Background: an optimization exercise with open tools, aiming at small area. Do not read the settings as production practice. The RTL was checked by simulation tests, not by an equivalence proof against the original design. Power is estimated from default activity; no workload was simulated.

### flow/run.sh
#!/bin/bash
# synth_recipe.tcl (not shown) runs the flow's synth.tcl, then flattens the netlist and writes it again
# the make line also repeats each setting of config.mk as NAME=value (left out here)
make -C /OpenROAD-flow-scripts/flow DESIGN_CONFIG=/design/flow/config.mk WORK_HOME=/design/flow/orfs CLKGATE_MAP_FILE= SYNTH_SCRIPT=/design/flow/synth_recipe.tcl finish
### flow/config.mk
export PLATFORM = sky130hd
export DESIGN_NAME = crc_link
export DESIGN_NICKNAME = crc_link
export VERILOG_FILES = /design/flow/design.v
export SDC_FILE = /design/flow/constraint.sdc
export NUM_CORES = 4
export LEC_CHECK = 0
export CAP_MARGIN = 20
export CORE_MARGIN = 2
export CORE_UTILIZATION = 40
export SLEW_MARGIN = 20
### flow/constraint.sdc
create_clock -name core_clock -period 10.0 [get_ports {clk}]
set_input_delay 2.0000 -clock core_clock [delete_from_list [all_inputs] [get_ports {clk}]]
set_output_delay 2.0000 -clock core_clock [all_outputs]
set_load 0.01 [all_outputs]
### flow/design.v
module crc16_step (
    input  wire [15:0] crc_in,
    input  wire [7:0]  data,
    output wire [15:0] crc_out
);
    wire [7:0] idx = crc_in[15:8] ^ data;
    reg  [15:0] crc16_tab;
    always @* begin
        case (idx)
      8'h00: crc16_tab = 16'h0000;
      8'h01: crc16_tab = 16'h1021;
      8'h02: crc16_tab = 16'h2042;
      8'h03: crc16_tab = 16'h3063;
      8'h04: crc16_tab = 16'h4084;
      8'h05: crc16_tab = 16'h50A5;
      8'h06: crc16_tab = 16'h60C6;
      8'h07: crc16_tab = 16'h70E7;
      8'h08: crc16_tab = 16'h8108;
      8'h09: crc16_tab = 16'h9129;
      8'h0A: crc16_tab = 16'hA14A;
      8'h0B: crc16_tab = 16'hB16B;
      8'h0C: crc16_tab = 16'hC18C;
      8'h0D: crc16_tab = 16'hD1AD;
      8'h0E: crc16_tab = 16'hE1CE;
      8'h0F: crc16_tab = 16'hF1EF;
      8'h10: crc16_tab = 16'h1231;
      8'h11: crc16_tab = 16'h0210;
      8'h12: crc16_tab = 16'h3273;
      8'h13: crc16_tab = 16'h2252;
      8'h14: crc16_tab = 16'h52B5;
      8'h15: crc16_tab = 16'h4294;
      8'h16: crc16_tab = 16'h72F7;
      8'h17: crc16_tab = 16'h62D6;
      8'h18: crc16_tab = 16'h9339;
      8'h19: crc16_tab = 16'h8318;
      8'h1A: crc16_tab = 16'hB37B;
      8'h1B: crc16_tab = 16'hA35A;
      8'h1C: crc16_tab = 16'hD3BD;
      8'h1D: crc16_tab = 16'hC39C;
      8'h1E: crc16_tab = 16'hF3FF;
      8'h1F: crc16_tab = 16'hE3DE;
      8'h20: crc16_tab = 16'h2462;
      8'h21: crc16_tab = 16'h3443;
      8'h22: crc16_tab = 16'h0420;
      8'h23: crc16_tab = 16'h1401;
      8'h24: crc16_tab = 16'h64E6;
      8'h25: crc16_tab = 16'h74C7;
      8'h26: crc16_tab = 16'h44A4;
      8'h27: crc16_tab = 16'h5485;
      8'h28: crc16_tab = 16'hA56A;
      8'h29: crc16_tab = 16'hB54B;
      8'h2A: crc16_tab = 16'h8528;
      8'h2B: crc16_tab = 16'h9509;
      8'h2C: crc16_tab = 16'hE5EE;
      8'h2D: crc16_tab = 16'hF5CF;
      8'h2E: crc16_tab = 16'hC5AC;
      8'h2F: crc16_tab = 16'hD58D;
      8'h30: crc16_tab = 16'h3653;
      8'h31: crc16_tab = 16'h2672;
      8'h32: crc16_tab = 16'h1611;
      8'h33: crc16_tab = 16'h0630;
      8'h34: crc16_tab = 16'h76D7;
      8'h35: crc16_tab = 16'h66F6;
      8'h36: crc16_tab = 16'h5695;
      8'h37: crc16_tab = 16'h46B4;
      8'h38: crc16_tab = 16'hB75B;
      8'h39: crc16_tab = 16'hA77A;
      8'h3A: crc16_tab = 16'h9719;
      8'h3B: crc16_tab = 16'h8738;
      8'h3C: crc16_tab = 16'hF7DF;
      8'h3D: crc16_tab = 16'hE7FE;
      8'h3E: crc16_tab = 16'hD79D;
      8'h3F: crc16_tab = 16'hC7BC;
      8'h40: crc16_tab = 16'h48C4;
      8'h41: crc16_tab = 16'h58E5;
      8'h42: crc16_tab = 16'h6886;
      8'h43: crc16_tab = 16'h78A7;
      8'h44: crc16_tab = 16'h0840;
      8'h45: crc16_tab = 16'h1861;
      8'h46: crc16_tab = 16'h2802;
      8'h47: crc16_tab = 16'h3823;
      8'h48: crc16_tab = 16'hC9CC;
      8'h49: crc16_tab = 16'hD9ED;
      8'h4A: crc16_tab = 16'hE98E;
      8'h4B: crc16_tab = 16'hF9AF;
      8'h4C: crc16_tab = 16'h8948;
      8'h4D: crc16_tab = 16'h9969;
      8'h4E: crc16_tab = 16'hA90A;
      8'h4F: crc16_tab = 16'hB92B;
      8'h50: crc16_tab = 16'h5AF5;
      8'h51: crc16_tab = 16'h4AD4;
      8'h52: crc16_tab = 16'h7AB7;
      8'h53: crc16_tab = 16'h6A96;
      8'h54: crc16_tab = 16'h1A71;
      8'h55: crc16_tab = 16'h0A50;
      8'h56: crc16_tab = 16'h3A33;
      8'h57: crc16_tab = 16'h2A12;
      8'h58: crc16_tab = 16'hDBFD;
      8'h59: crc16_tab = 16'hCBDC;
      8'h5A: crc16_tab = 16'hFBBF;
      8'h5B: crc16_tab = 16'hEB9E;
      8'h5C: crc16_tab = 16'h9B79;
      8'h5D: crc16_tab = 16'h8B58;
      8'h5E: crc16_tab = 16'hBB3B;
      8'h5F: crc16_tab = 16'hAB1A;
      8'h60: crc16_tab = 16'h6CA6;
      8'h61: crc16_tab = 16'h7C87;
      8'h62: crc16_tab = 16'h4CE4;
      8'h63: crc16_tab = 16'h5CC5;
      8'h64: crc16_tab = 16'h2C22;
      8'h65: crc16_tab = 16'h3C03;
      8'h66: crc16_tab = 16'h0C60;
      8'h67: crc16_tab = 16'h1C41;
      8'h68: crc16_tab = 16'hEDAE;
      8'h69: crc16_tab = 16'hFD8F;
      8'h6A: crc16_tab = 16'hCDEC;
      8'h6B: crc16_tab = 16'hDDCD;
      8'h6C: crc16_tab = 16'hAD2A;
      8'h6D: crc16_tab = 16'hBD0B;
      8'h6E: crc16_tab = 16'h8D68;
      8'h6F: crc16_tab = 16'h9D49;
      8'h70: crc16_tab = 16'h7E97;
      8'h71: crc16_tab = 16'h6EB6;
      8'h72: crc16_tab = 16'h5ED5;
      8'h73: crc16_tab = 16'h4EF4;
      8'h74: crc16_tab = 16'h3E13;
      8'h75: crc16_tab = 16'h2E32;
      8'h76: crc16_tab = 16'h1E51;
      8'h77: crc16_tab = 16'h0E70;
      8'h78: crc16_tab = 16'hFF9F;
      8'h79: crc16_tab = 16'hEFBE;
      8'h7A: crc16_tab = 16'hDFDD;
      8'h7B: crc16_tab = 16'hCFFC;
      8'h7C: crc16_tab = 16'hBF1B;
      8'h7D: crc16_tab = 16'hAF3A;
      8'h7E: crc16_tab = 16'h9F59;
      8'h7F: crc16_tab = 16'h8F78;
      8'h80: crc16_tab = 16'h9188;
      8'h81: crc16_tab = 16'h81A9;
      8'h82: crc16_tab = 16'hB1CA;
      8'h83: crc16_tab = 16'hA1EB;
      8'h84: crc16_tab = 16'hD10C;
      8'h85: crc16_tab = 16'hC12D;
      8'h86: crc16_tab = 16'hF14E;
      8'h87: crc16_tab = 16'hE16F;
      8'h88: crc16_tab = 16'h1080;
      8'h89: crc16_tab = 16'h00A1;
      8'h8A: crc16_tab = 16'h30C2;
      8'h8B: crc16_tab = 16'h20E3;
      8'h8C: crc16_tab = 16'h5004;
      8'h8D: crc16_tab = 16'h4025;
      8'h8E: crc16_tab = 16'h7046;
      8'h8F: crc16_tab = 16'h6067;
      8'h90: crc16_tab = 16'h83B9;
      8'h91: crc16_tab = 16'h9398;
      8'h92: crc16_tab = 16'hA3FB;
      8'h93: crc16_tab = 16'hB3DA;
      8'h94: crc16_tab = 16'hC33D;
      8'h95: crc16_tab = 16'hD31C;
      8'h96: crc16_tab = 16'hE37F;
      8'h97: crc16_tab = 16'hF35E;
      8'h98: crc16_tab = 16'h02B1;
      8'h99: crc16_tab = 16'h1290;
      8'h9A: crc16_tab = 16'h22F3;
      8'h9B: crc16_tab = 16'h32D2;
      8'h9C: crc16_tab = 16'h4235;
      8'h9D: crc16_tab = 16'h5214;
      8'h9E: crc16_tab = 16'h6277;
      8'h9F: crc16_tab = 16'h7256;
      8'hA0: crc16_tab = 16'hB5EA;
      8'hA1: crc16_tab = 16'hA5CB;
      8'hA2: crc16_tab = 16'h95A8;
      8'hA3: crc16_tab = 16'h8589;
      8'hA4: crc16_tab = 16'hF56E;
      8'hA5: crc16_tab = 16'hE54F;
      8'hA6: crc16_tab = 16'hD52C;
      8'hA7: crc16_tab = 16'hC50D;
      8'hA8: crc16_tab = 16'h34E2;
      8'hA9: crc16_tab = 16'h24C3;
      8'hAA: crc16_tab = 16'h14A0;
      8'hAB: crc16_tab = 16'h0481;
      8'hAC: crc16_tab = 16'h7466;
      8'hAD: crc16_tab = 16'h6447;
      8'hAE: crc16_tab = 16'h5424;
      8'hAF: crc16_tab = 16'h4405;
      8'hB0: crc16_tab = 16'hA7DB;
      8'hB1: crc16_tab = 16'hB7FA;
      8'hB2: crc16_tab = 16'h8799;
      8'hB3: crc16_tab = 16'h97B8;
      8'hB4: crc16_tab = 16'hE75F;
      8'hB5: crc16_tab = 16'hF77E;
      8'hB6: crc16_tab = 16'hC71D;
      8'hB7: crc16_tab = 16'hD73C;
      8'hB8: crc16_tab = 16'h26D3;
      8'hB9: crc16_tab = 16'h36F2;
      8'hBA: crc16_tab = 16'h0691;
      8'hBB: crc16_tab = 16'h16B0;
      8'hBC: crc16_tab = 16'h6657;
      8'hBD: crc16_tab = 16'h7676;
      8'hBE: crc16_tab = 16'h4615;
      8'hBF: crc16_tab = 16'h5634;
      8'hC0: crc16_tab = 16'hD94C;
      8'hC1: crc16_tab = 16'hC96D;
      8'hC2: crc16_tab = 16'hF90E;
      8'hC3: crc16_tab = 16'hE92F;
      8'hC4: crc16_tab = 16'h99C8;
      8'hC5: crc16_tab = 16'h89E9;
      8'hC6: crc16_tab = 16'hB98A;
      8'hC7: crc16_tab = 16'hA9AB;
      8'hC8: crc16_tab = 16'h5844;
      8'hC9: crc16_tab = 16'h4865;
      8'hCA: crc16_tab = 16'h7806;
      8'hCB: crc16_tab = 16'h6827;
      8'hCC: crc16_tab = 16'h18C0;
      8'hCD: crc16_tab = 16'h08E1;
      8'hCE: crc16_tab = 16'h3882;
      8'hCF: crc16_tab = 16'h28A3;
      8'hD0: crc16_tab = 16'hCB7D;
      8'hD1: crc16_tab = 16'hDB5C;
      8'hD2: crc16_tab = 16'hEB3F;
      8'hD3: crc16_tab = 16'hFB1E;
      8'hD4: crc16_tab = 16'h8BF9;
      8'hD5: crc16_tab = 16'h9BD8;
      8'hD6: crc16_tab = 16'hABBB;
      8'hD7: crc16_tab = 16'hBB9A;
      8'hD8: crc16_tab = 16'h4A75;
      8'hD9: crc16_tab = 16'h5A54;
      8'hDA: crc16_tab = 16'h6A37;
      8'hDB: crc16_tab = 16'h7A16;
      8'hDC: crc16_tab = 16'h0AF1;
      8'hDD: crc16_tab = 16'h1AD0;
      8'hDE: crc16_tab = 16'h2AB3;
      8'hDF: crc16_tab = 16'h3A92;
      8'hE0: crc16_tab = 16'hFD2E;
      8'hE1: crc16_tab = 16'hED0F;
      8'hE2: crc16_tab = 16'hDD6C;
      8'hE3: crc16_tab = 16'hCD4D;
      8'hE4: crc16_tab = 16'hBDAA;
      8'hE5: crc16_tab = 16'hAD8B;
      8'hE6: crc16_tab = 16'h9DE8;
      8'hE7: crc16_tab = 16'h8DC9;
      8'hE8: crc16_tab = 16'h7C26;
      8'hE9: crc16_tab = 16'h6C07;
      8'hEA: crc16_tab = 16'h5C64;
      8'hEB: crc16_tab = 16'h4C45;
      8'hEC: crc16_tab = 16'h3CA2;
      8'hED: crc16_tab = 16'h2C83;
      8'hEE: crc16_tab = 16'h1CE0;
      8'hEF: crc16_tab = 16'h0CC1;
      8'hF0: crc16_tab = 16'hEF1F;
      8'hF1: crc16_tab = 16'hFF3E;
      8'hF2: crc16_tab = 16'hCF5D;
      8'hF3: crc16_tab = 16'hDF7C;
      8'hF4: crc16_tab = 16'hAF9B;
      8'hF5: crc16_tab = 16'hBFBA;
      8'hF6: crc16_tab = 16'h8FD9;
      8'hF7: crc16_tab = 16'h9FF8;
      8'hF8: crc16_tab = 16'h6E17;
      8'hF9: crc16_tab = 16'h7E36;
      8'hFA: crc16_tab = 16'h4E55;
      8'hFB: crc16_tab = 16'h5E74;
      8'hFC: crc16_tab = 16'h2E93;
      8'hFD: crc16_tab = 16'h3EB2;
      8'hFE: crc16_tab = 16'h0ED1;
      8'hFF: crc16_tab = 16'h1EF0;
      default: crc16_tab = 16'h0000;
        endcase
    end
    assign crc_out = crc16_tab ^ {crc_in[7:0], 8'h00};
endmodule
module uart_tx #(
    parameter CPB = 8
) (
    input  wire       clk,
    input  wire       rst,
    input  wire       load,
    input  wire [7:0] data,
    output wire       idle,
    output reg        txd
);
    localparam BW = $clog2(CPB);
    localparam [BW-1:0] BIT_LAST = CPB - 1;
    reg [8:0]    sr;      
    reg [3:0]    n;       
    reg [BW-1:0] bcnt;    
    assign idle = (n == 4'd0);
    always @(posedge clk) begin
        if (rst) begin
            sr   <= 9'h1FF;
            n    <= 4'd0;
            bcnt <= {BW{1'b0}};
            txd  <= 1'b1;
        end else if (n == 4'd0) begin
            if (load) begin
                txd  <= 1'b0;
                sr   <= {1'b1, data};
                n    <= 4'd10;
                bcnt <= BIT_LAST;
            end
        end else if (bcnt != {BW{1'b0}}) begin
            bcnt <= bcnt - 1'b1;
        end else begin
            n <= n - 4'd1;
            if (n != 4'd1) begin
                txd  <= sr[0];
                sr   <= {1'b1, sr[8:1]};
                bcnt <= BIT_LAST;
            end
        end
    end
endmodule
module uart_rx #(
    parameter CPB = 8
) (
    input  wire       clk,
    input  wire       rst,
    input  wire       rxd,
    output reg        push,
    output reg  [7:0] data,
    output reg        ferr
);
    localparam BW = $clog2(CPB + CPB / 2);
    localparam [BW-1:0] BIT_LAST   = CPB - 1;
    localparam [BW-1:0] FIRST_LAST = CPB + CPB / 2 - 1;
    reg          rxd_m, rxd_s;
    reg [3:0]    n;       
    reg [BW-1:0] bcnt;
    always @(posedge clk) begin
        if (rst) begin
            rxd_m <= 1'b1;
            rxd_s <= 1'b1;
            n     <= 4'd0;
            bcnt  <= {BW{1'b0}};
            data  <= 8'h00;
            push  <= 1'b0;
            ferr  <= 1'b0;
        end else begin
            rxd_m <= rxd;
            rxd_s <= rxd_m;
            push  <= 1'b0;
            ferr  <= 1'b0;
            if (n == 4'd0) begin
                if (!rxd_s) begin
                    n    <= 4'd1;
                    bcnt <= FIRST_LAST;
                end
            end else if (bcnt != {BW{1'b0}}) begin
                bcnt <= bcnt - 1'b1;
            end else if (n != 4'd9) begin
                data <= {rxd_s, data[7:1]};
                n    <= n + 4'd1;
                bcnt <= BIT_LAST;
            end else begin
                if (rxd_s)
                    push <= 1'b1;
                else
                    ferr <= 1'b1;
                n <= 4'd0;
            end
        end
    end
endmodule
module rx_fifo #(
    parameter DEPTH = 8
) (
    input  wire       clk,
    input  wire       rst,
    input  wire       push,
    input  wire [7:0] din,
    input  wire       pop,
    output wire [7:0] dout,
    output wire       not_empty,
    output wire       overrun
);
    localparam AW = $clog2(DEPTH);
    reg [7:0]  mem [0:DEPTH-1];
    reg [AW-1:0] wp, rp;
    reg [AW:0]   count;
    wire full   = (count == DEPTH);
    wire do_push = push && !full;
    wire do_pop  = pop && not_empty;
    assign not_empty = (count != 0);
    assign dout      = mem[rp];
    assign overrun   = push && full;
    always @(posedge clk) begin
        if (do_push)
            mem[wp] <= din;
    end
    always @(posedge clk) begin
        if (rst) begin
            wp    <= {AW{1'b0}};
            rp    <= {AW{1'b0}};
            count <= {(AW+1){1'b0}};
        end else begin
            if (do_push)
                wp <= wp + 1'b1;
            if (do_pop)
                rp <= rp + 1'b1;
            count <= count + do_push - do_pop;
        end
    end
endmodule
module framer (
    input  wire       clk,
    input  wire       rst,
    input  wire       start,       
    input  wire [7:0] len,
    output reg        busy,        
    output wire       txm_re,
    output wire [7:0] txm_addr,
    input  wire [7:0] txm_rdata,
    input  wire       utx_idle,
    output wire       utx_load,
    output reg  [7:0] utx_data
);
    reg [7:0]  txlen;
    reg [8:0]  txpos;       
    reg        fetch;       
    reg [15:0] tcrc;
    wire [8:0] txtotal   = {1'b0, txlen} + 9'd5;
    wire       is_payload = (txpos >= 9'd2) && (txpos < {1'b0, txlen} + 9'd2);
    wire [15:0] tcrc_next;
    crc16_step u_crc (
        .crc_in (tcrc),
        .data   (txm_rdata),
        .crc_out(tcrc_next)
    );
    assign txm_re   = busy && !fetch && utx_idle && is_payload;
    assign txm_addr = txpos[7:0] - 8'd2;
    assign utx_load = busy && fetch;
    always @* begin
        if (txpos == 9'd0)
            utx_data = 8'h02;
        else if (txpos == 9'd1)
            utx_data = txlen;
        else if (is_payload)
            utx_data = txm_rdata;
        else if (txpos == txtotal - 9'd3)
            utx_data = tcrc[15:8];
        else if (txpos == txtotal - 9'd2)
            utx_data = tcrc[7:0];
        else
            utx_data = 8'h03;
    end
    always @(posedge clk) begin
        if (rst) begin
            busy  <= 1'b0;
            txlen <= 8'h00;
            txpos <= 9'd0;
            fetch <= 1'b0;
            tcrc  <= 16'h0000;
        end else if (!busy) begin
            if (start) begin
                busy  <= 1'b1;
                txlen <= len;
                txpos <= 9'd0;
                fetch <= 1'b0;
                tcrc  <= 16'h0000;
            end
        end else if (fetch) begin
            if (is_payload)
                tcrc <= tcrc_next;
            txpos <= txpos + 9'd1;
            fetch <= 1'b0;
        end else if (utx_idle) begin
            if (txpos == txtotal)
                busy <= 1'b0;
            else
                fetch <= 1'b1;
        end
    end
endmodule
module deframer (
    input  wire        clk,
    input  wire        rst,
    input  wire        start,       
    input  wire        tick,
    input  wire        link_err,    
    input  wire        fifo_ne,
    input  wire [7:0]  fifo_dout,
    output wire        fifo_pop,
    output wire        receiving,
    output wire        done,
    output reg  [2:0]  rxerr,
    output reg  [7:0]  rxlen,
    output reg  [15:0] crccalc,
    output reg  [15:0] crcrecv,
    output wire        rxm_we,
    output wire [8:0]  rxm_addr,
    output wire [7:0]  rxm_wdata
);
    localparam RX_IDLE = 2'd0, RX_RECEIVING = 2'd1, RX_DONE = 2'd2;
    localparam ST_OK = 3'd0, ST_TRANSPORT = 3'd1, ST_TIMEOUT = 3'd2,
               ST_UNSUPPORTED = 3'd3, ST_MISMATCH = 3'd4, ST_MALFORMED = 3'd5;
    localparam RX_TIMEOUT = 7'd100;
    reg [1:0]  rxstate;
    reg [8:0]  rxcnt;
    reg [8:0]  rxtotal;
    reg [6:0]  rxtimer;
    reg [15:0] rcrc;        
    reg [7:0]  first;       
    reg [7:0]  prev1;       
    reg [7:0]  prev2;       
    wire [8:0] cnt_next = rxcnt + 9'd1;
    wire       in_payload = (rxcnt >= 9'd2) && (rxcnt < {1'b0, rxlen} + 9'd2);
    wire [15:0] rcrc_next;
    crc16_step u_crc (
        .crc_in (rcrc),
        .data   (fifo_dout),
        .crc_out(rcrc_next)
    );
    assign receiving = (rxstate == RX_RECEIVING);
    assign done      = (rxstate == RX_DONE);
    assign fifo_pop  = receiving && !link_err && fifo_ne;
    assign rxm_we    = fifo_pop;
    assign rxm_addr  = rxcnt;
    assign rxm_wdata = fifo_dout;
    always @(posedge clk) begin
        if (rst) begin
            rxstate <= RX_IDLE;
            rxcnt   <= 9'd0;
            rxlen   <= 8'h00;
            rxtotal <= 9'd0;
            rxtimer <= 7'd0;
            rxerr   <= ST_OK;
            crccalc <= 16'h0000;
            crcrecv <= 16'h0000;
            rcrc    <= 16'h0000;
            first   <= 8'h00;
            prev1   <= 8'h00;
            prev2   <= 8'h00;
        end else if (!receiving) begin
            if (start) begin
                rxstate <= RX_RECEIVING;
                rxcnt   <= 9'd0;
                rxlen   <= 8'h00;
                rxtotal <= 9'd0;
                rxtimer <= 7'd0;
                rxerr   <= ST_OK;
                crccalc <= 16'h0000;
                crcrecv <= 16'h0000;
                rcrc    <= 16'h0000;
            end
        end else if (link_err) begin
            rxstate <= RX_DONE;
            rxerr   <= ST_TRANSPORT;
        end else begin : take
            reg finished;
            finished = 1'b0;
            if (fifo_ne) begin
                rxcnt <= cnt_next;
                prev1 <= fifo_dout;
                prev2 <= prev1;
                if (cnt_next == 9'd1) begin
                    first <= fifo_dout;
                end else if (cnt_next == 9'd2) begin
                    if (first == 8'h02) begin
                        rxlen   <= fifo_dout;
                        rxtotal <= {1'b0, fifo_dout} + 9'd5;
                    end else begin
                        finished = 1'b1;
                        rxerr    <= ST_UNSUPPORTED;
                    end
                end else if (cnt_next == rxtotal) begin
                    finished = 1'b1;
                    if (fifo_dout != 8'h03) begin
                        rxerr <= ST_MALFORMED;
                    end else begin
                        crccalc <= rcrc;
                        crcrecv <= {prev2, prev1};
                        rxerr   <= (rcrc == {prev2, prev1}) ? ST_OK : ST_MISMATCH;
                    end
                end else if (in_payload) begin
                    rcrc <= rcrc_next;
                end
            end
            if (!finished && tick) begin
                rxtimer <= rxtimer + 7'd1;
                if (rxtimer + 7'd1 == RX_TIMEOUT) begin
                    finished = 1'b1;
                    rxerr    <= ST_TIMEOUT;
                end
            end
            if (finished)
                rxstate <= RX_DONE;
        end
    end
endmodule
module crc_link (
    input  wire        clk,
    input  wire        rst,
    input  wire        op_valid,
    input  wire [3:0]  op_code,
    input  wire [7:0]  op_arg,
    input  wire        tick,
    output wire [5:0]  stat,          
    output reg  [2:0]  op_status,
    output reg  [15:0] crc,
    output wire [2:0]  rx_err,
    output wire [7:0]  rx_len,
    output wire [15:0] rx_crc_calc,
    output wire [15:0] rx_crc_recv,
    output wire        txm_re,
    output wire [7:0]  txm_addr,
    input  wire [7:0]  txm_rdata,
    output wire        rxm_we,
    output wire [8:0]  rxm_addr,
    output wire [7:0]  rxm_wdata,
    output wire        txd,
    input  wire        rxd
);
    localparam CPB = 8;             
    localparam RX_FIFO_DEPTH = 8;
    localparam OP_CRC_INIT = 4'h1, OP_CRC_BYTE = 4'h2,
               OP_TX_FRAME = 4'h4, OP_RX_START = 4'h5;
    localparam ST_OK = 3'd0, ST_TRANSPORT = 3'd1;
    wire op_crc_init = op_valid && (op_code == OP_CRC_INIT);
    wire op_crc_byte = op_valid && (op_code == OP_CRC_BYTE);
    wire op_tx_frame = op_valid && (op_code == OP_TX_FRAME);
    wire op_rx_start = op_valid && (op_code == OP_RX_START);
    wire [15:0] crc_next;
    crc16_step u_crc (
        .crc_in (crc),
        .data   (op_arg),
        .crc_out(crc_next)
    );
    always @(posedge clk) begin
        if (rst)
            crc <= 16'h0000;
        else if (op_crc_init)
            crc <= 16'h0000;
        else if (op_crc_byte)
            crc <= crc_next;
    end
    wire       tx_busy;
    wire       utx_idle;
    wire       utx_load;
    wire [7:0] utx_data;
    framer u_framer (
        .clk      (clk),
        .rst      (rst),
        .start    (op_tx_frame),
        .len      (op_arg),
        .busy     (tx_busy),
        .txm_re   (txm_re),
        .txm_addr (txm_addr),
        .txm_rdata(txm_rdata),
        .utx_idle (utx_idle),
        .utx_load (utx_load),
        .utx_data (utx_data)
    );
    uart_tx #(.CPB(CPB)) u_utx (
        .clk (clk),
        .rst (rst),
        .load(utx_load),
        .data(utx_data),
        .idle(utx_idle),
        .txd (txd)
    );
    wire       urx_push;
    wire [7:0] urx_data;
    wire       urx_ferr;
    wire       fifo_ne;
    wire       fifo_pop;
    wire [7:0] fifo_dout;
    wire       fifo_ovr;
    wire       rx_busy;
    wire       rx_done;
    reg        ferr_flag;
    reg        ovr_flag;
    uart_rx #(.CPB(CPB)) u_urx (
        .clk (clk),
        .rst (rst),
        .rxd (rxd),
        .push(urx_push),
        .data(urx_data),
        .ferr(urx_ferr)
    );
    rx_fifo #(.DEPTH(RX_FIFO_DEPTH)) u_fifo (
        .clk      (clk),
        .rst      (rst),
        .push     (urx_push),
        .din      (urx_data),
        .pop      (fifo_pop),
        .dout     (fifo_dout),
        .not_empty(fifo_ne),
        .overrun  (fifo_ovr)
    );
    deframer u_deframer (
        .clk        (clk),
        .rst        (rst),
        .start      (op_rx_start && !rx_busy),
        .tick       (tick),
        .link_err   (ferr_flag || ovr_flag),
        .fifo_ne    (fifo_ne),
        .fifo_dout  (fifo_dout),
        .fifo_pop   (fifo_pop),
        .receiving  (rx_busy),
        .done       (rx_done),
        .rxerr      (rx_err),
        .rxlen      (rx_len),
        .crccalc    (rx_crc_calc),
        .crcrecv    (rx_crc_recv),
        .rxm_we     (rxm_we),
        .rxm_addr   (rxm_addr),
        .rxm_wdata  (rxm_wdata)
    );
    always @(posedge clk) begin
        if (rst) begin
            ferr_flag <= 1'b0;
            ovr_flag  <= 1'b0;
        end else begin
            if (urx_ferr)
                ferr_flag <= 1'b1;
            else if (op_rx_start && !rx_busy)
                ferr_flag <= 1'b0;
            if (fifo_ovr)
                ovr_flag <= 1'b1;
            else if (op_rx_start && !rx_busy)
                ovr_flag <= 1'b0;
        end
    end
    always @(posedge clk) begin
        if (rst)
            op_status <= ST_OK;
        else if (op_tx_frame)
            op_status <= tx_busy ? ST_TRANSPORT : ST_OK;
        else if (op_rx_start)
            op_status <= rx_busy ? ST_TRANSPORT : ST_OK;
    end
    assign stat = {ovr_flag, ferr_flag, fifo_ne, rx_done, rx_busy, tx_busy};
endmodule
==> impl_summary.log <==
[metrics] number of I/O pins: 121
[metrics] number of pins with negative max-slew slack in the final report: 0
[metrics] Setup crit start kind: flip-flop
[metrics] overall via count from detail_route: 12.06k
[metrics] num rows: 70
[metrics] proportion of synthesized chip area in sequential cells: 41.63%
[metrics] data required time of the worst path: 8000 ps
[metrics] RSZ-0062 raised after global routing: false
[metrics] status: finished clean
[metrics] WP buf/inv: 1
[metrics] fin area: 17270 um2
[metrics] Std-Cell Core Area: 36610 um2
[metrics] Hold Buf Count CTS: 0
[metrics] number of search-and-repair iterations in the first detailed-routing pass: 5
[metrics] Crit Path Class: flip-flop to primary output
[metrics] growth of design area from synthesis to finish: 16.20%
[metrics] ranking of synthesized cells by instance count: 213 x sky130_fd_sc_hd__dfxtp_1, 167 x sky130_fd_sc_hd__nand2_1, 142 x sky130_fd_sc_hd__a21oi_1, 126 x sky130_fd_sc_hd__nor2_1, 86 x sky130_fd_sc_hd__xnor2_1
[metrics] number of H-tree levels: 1
[metrics] final global-route overflow total: 0
[metrics] area enclosed by the die boundary: 38710 um2
[metrics] pwr/cell area: 156.8 nW/um2
[metrics] Crit. End Element: primary output
[metrics] wire length of the first global-routing pass: 61.89 mm
[metrics] PnR Total Power: 2.707 mW
[metrics] # resized after CTS: 0
[metrics] max-cap viol count: 0
[metrics] fraction of final layout cells sized beyond drive strength 1: 6.986%
[metrics] final weighted congestion of routability-driven global placement: 0.8530
[metrics] main flop type after synthesis: sky130_fd_sc_hd__dfxtp_1
[metrics] worst ir drop on vdd: 0.0001249 V
[metrics] number of inserted diodes: 0
[metrics] Crit-path slowest cell: sky130_fd_sc_hd__dfxtp_1
[metrics] number of buffers added for setup after CTS: 0
[metrics] part of the cycle the worst path needs: 58.04%
[metrics] share of flip-flops with an asynchronous set or reset: 0%
[metrics] synthesized area divided by synthesized cell count: 9.207 um2
[metrics] via/cell ratio: 5.592
[metrics] clock latency at the later pin of the worst-skew pair: 580 ps
[metrics] post-synthesis instance area: 14860 um2
[metrics] final hold violation count: 0
[metrics] Post-Place Worst Slack: 4863 ps
[metrics] maximum clock skew at final layout: 17.59 ps
[metrics] post-synth top area share: 28.69%
[metrics] Max-Slew Margin vs Limit: 28.86%
[metrics] root buffer cell: sky130_fd_sc_hd__clkbuf_16
[metrics] DRC violation count after routing: 0
[metrics] shortest period the worst path allows: 5804 ps
[metrics] class of the tightest hold or removal check: flip-flop to flip-flop
[metrics] clock transition at the register clock pins on the worst setup and hold paths after CTS: 70 ps
[metrics] highest achievable clock rate: 172.3 MHz
[metrics] detail-routed net length per standard cell: 17.76 um
[metrics] floorplan die height: 196.7 um
[metrics] Unique masters post-synth: 95
[metrics] main area contributors after synthesis: sky130_fd_sc_hd__dfxtp_1 29%, sky130_fd_sc_hd__edfxtp_1 13%, sky130_fd_sc_hd__xnor2_1 5.1%
[metrics] count of flip-flops with a built-in enable after synthesis: 64
[metrics] Gate Count Post-Synth: 1614
[metrics] total half-perimeter wirelength after legalization and detailed placement: 26.23 mm
[metrics] Layout Nets: 1742
[metrics] Crit path arrival time: 3800 ps
[metrics] Worst Tran Pin Value: 1067 ps
[metrics] DP Area: 16160 um2
[metrics] total setup violations reported at the end of the flow: 0
[metrics] PnR worst setup slack: 4196 ps
[metrics] CTS Buffer Depth: 3
[metrics] overall routed net length: 38.30 mm
[metrics] synth warn: 7
[metrics] Sum Neg Setup Slack: 0 ps
[metrics] Chip Width: 196.7 um
[metrics] number of global-route vias before repair: 11.53k
[metrics] synthesized flop and latch total: 277
[metrics] crit path max fanout: 22
[metrics] longest individual stage delay on the worst path: 790 ps
[metrics] cell-by-cell trace of the critical path: ha_1, nand3_1, xor2_1, ha_1, a21o_1, a21oi_1, o21ai_0, a21o_1, nor3_1, clkdlybuf4s50_1
[metrics] Detailed Route Iter0 Violations: 916
[metrics] family of cells with the greatest summed delay on the critical path: flip-flops
[metrics] clock tree from TritonCTS: yes
[metrics] maximum number of pins on one net before global-route repair: 110
[metrics] number of nets with antenna violations after detailed routing: 0
[metrics] GRT Resource Usage Total: 19.63%
[metrics] initial core utilization: 40.59%
[metrics] number of antenna violations at the first check in global routing: 0
[metrics] cell with the most instances after synthesis: sky130_fd_sc_hd__dfxtp_1
[metrics] PortBufs: 118
[metrics] cell type with the highest aggregate area in the netlist: sky130_fd_sc_hd__dfxtp_1
[metrics] TritonCTS sink count: 277
[metrics] leakage dissipation: 5.987 nW
[metrics] number of buffers inserted during clock tree synthesis: 31
==> metal layers <==
| layer | GRT usage, % | wire length [um] | part of all wire, % |
|---|---|---|---|
| met1 | 26.49 | 17860 | 47 |
| met5 | 0 | 0 | 0 |
| met4 | 4.790 | 694 | 1.8 |
| met2 | 32.86 | 17850 | 47 |
| met3 | 3.268 | 1897 | 5.0 |
==> worst paths after layout <==
path / start / to / slack (ps) / cells after the start
setup / recovery: u_framer.txlen[2] / txm_re / 4200 / 10
hold / removal: u_urx.rxd_m / u_urx.rxd_s / 410 / 1
setup reg to reg: u_framer.txlen[2] / u_utx.sr[6] / 5940 / 9
hold reg to reg: u_urx.rxd_m / u_urx.rxd_s / 410 / 1
==> where the power goes <==
group          total, mW  internal, mW  leakage (nW)  switching (mW)
Combinational      0.289         0.115          3.14           0.173
Clock               1.22         0.741         0.530           0.476
Sequential          1.20          1.17          2.31          0.0276
Total               2.71          2.03          5.99           0.677
==> flip-flops by register name, summed over array words and instances (netlist names), 7 cells and up, named ones only <==
register / count
u_fifo.mem: 64
crc: 16
u_deframer.crccalc: 16
u_deframer.crcrecv: 16
u_deframer.rcrc: 16
u_framer.tcrc: 16
u_deframer.rxcnt: 9
u_deframer.rxtotal: 9
u_framer.txpos: 9
u_deframer.first: 8
u_deframer.prev1: 8
u_deframer.prev2: 8
u_deframer.rxlen: 8
u_framer.txlen: 8
u_urx.data: 8
u_utx.sr: 8
u_deframer.rxtimer: 7
==> cell usage in the layout (no fill, tap or decap), types with 7 or more instances in the layout <==
master,instances
sky130_fd_sc_hd__and2_1,8
sky130_fd_sc_hd__xnor2_1,86
sky130_fd_sc_hd__a21oi_1,141
sky130_fd_sc_hd__and3_1,8
sky130_fd_sc_hd__clkbuf_16,31
sky130_fd_sc_hd__clkdlybuf4s50_1,117
sky130_fd_sc_hd__a22o_1,17
sky130_fd_sc_hd__nand2_1,167
sky130_fd_sc_hd__nor2b_1,10
sky130_fd_sc_hd__nand4_1,82
sky130_fd_sc_hd__o21ai_0,64
sky130_fd_sc_hd__a31oi_1,11
sky130_fd_sc_hd__clkbuf_1,7
sky130_fd_sc_hd__o211ai_1,7
sky130_fd_sc_hd__xor2_1,58
sky130_fd_sc_hd__a21o_1,9
sky130_fd_sc_hd__edfxtp_1,64
sky130_fd_sc_hd__nor4_1,17
sky130_fd_sc_hd__dfxtp_1,213
sky130_fd_sc_hd__a211oi_1,25
sky130_fd_sc_hd__a221o_1,7
sky130_fd_sc_hd__nor3_1,40
sky130_fd_sc_hd__inv_1,51
sky130_fd_sc_hd__buf_4,14
sky130_fd_sc_hd__nand3_1,34
sky130_fd_sc_hd__o2111ai_1,7
sky130_fd_sc_hd__nor2_1,125
sky130_fd_sc_hd__ha_1,52
sky130_fd_sc_hd__mux2i_1,18
sky130_fd_sc_hd__or3_1,12
sky130_fd_sc_hd__nand2b_1,12
sky130_fd_sc_hd__mux4_2,10
==> worst register-to-register path, delay by kind of cell (launching register included) <==
family	cells	cell delay, ps
AO/OA/AOI/OAI	4	1640
flip-flops	1	790
XOR/XNOR	1	660
adder cells (fa/ha/maj)	1	340
AND/OR/NAND/NOR	2	310
buffers and inverters	1	250
==> layout make-up <==
class	count	area, um2
clock buffers	40	829.5
clock inverters	18	260.3
fillers	3507	19340
inverters	54	202.7
multi-input cells	1167	7905
flip-flops and latches	277	6186
well taps	468	585.6
repair buffers	133	1299
==> through the flow <==
step	utilization, %	hold slack [ps]	instances
global placement	44.14	405.3	2099
detailed placement	44.15	406.2	2099
floorplan	-	389.5	1615
finish	47.17	413.5	2157
global route	47.17	441.2	2157
CTS	47.12	420.7	2157
==> cells by family after synthesis <==
group,synth area share (%)
other cells,0.02523
simple gates,18.71
fa+ha+maj,4.513
xor+xnor,8.639
flops,41.63
compound gates,16.42
mux,4.589
buf+inv,5.481

## re-timing with driven ports
How much do the figures lean on ideal ports? The routed layout below was timed once more, with nothing changed but the port constraints. Step 1 (the two cells are an assumption about what drives the block):
set clk [get_ports {clk}]
set_driving_cell -lib_cell sky130_fd_sc_hd__clkbuf_16 $clk
set_driving_cell -lib_cell sky130_fd_sc_hd__buf_2 [delete_from_list [all_inputs] $clk]
Step 2 moves the port delays by t, midway between the first and last clock arrival at a register: inputs arrive t later, outputs are due t later. That takes back most of the time a late clock gives input paths. Slacks: ideal ports / drivers / drivers and shift; pairs: ideal ports / drivers.
shift t [ns]: 0.625
setup WS [ns]: 4.196 / 4.144 / 4.769
clock arrival spread, ns: 0.020 / 0.020
cell pins on the clock port's net: 1
After both steps this run still meets setup and hold. The setup slack of this run moves by -0.052 ns with the drivers and by +0.573 ns with both steps.
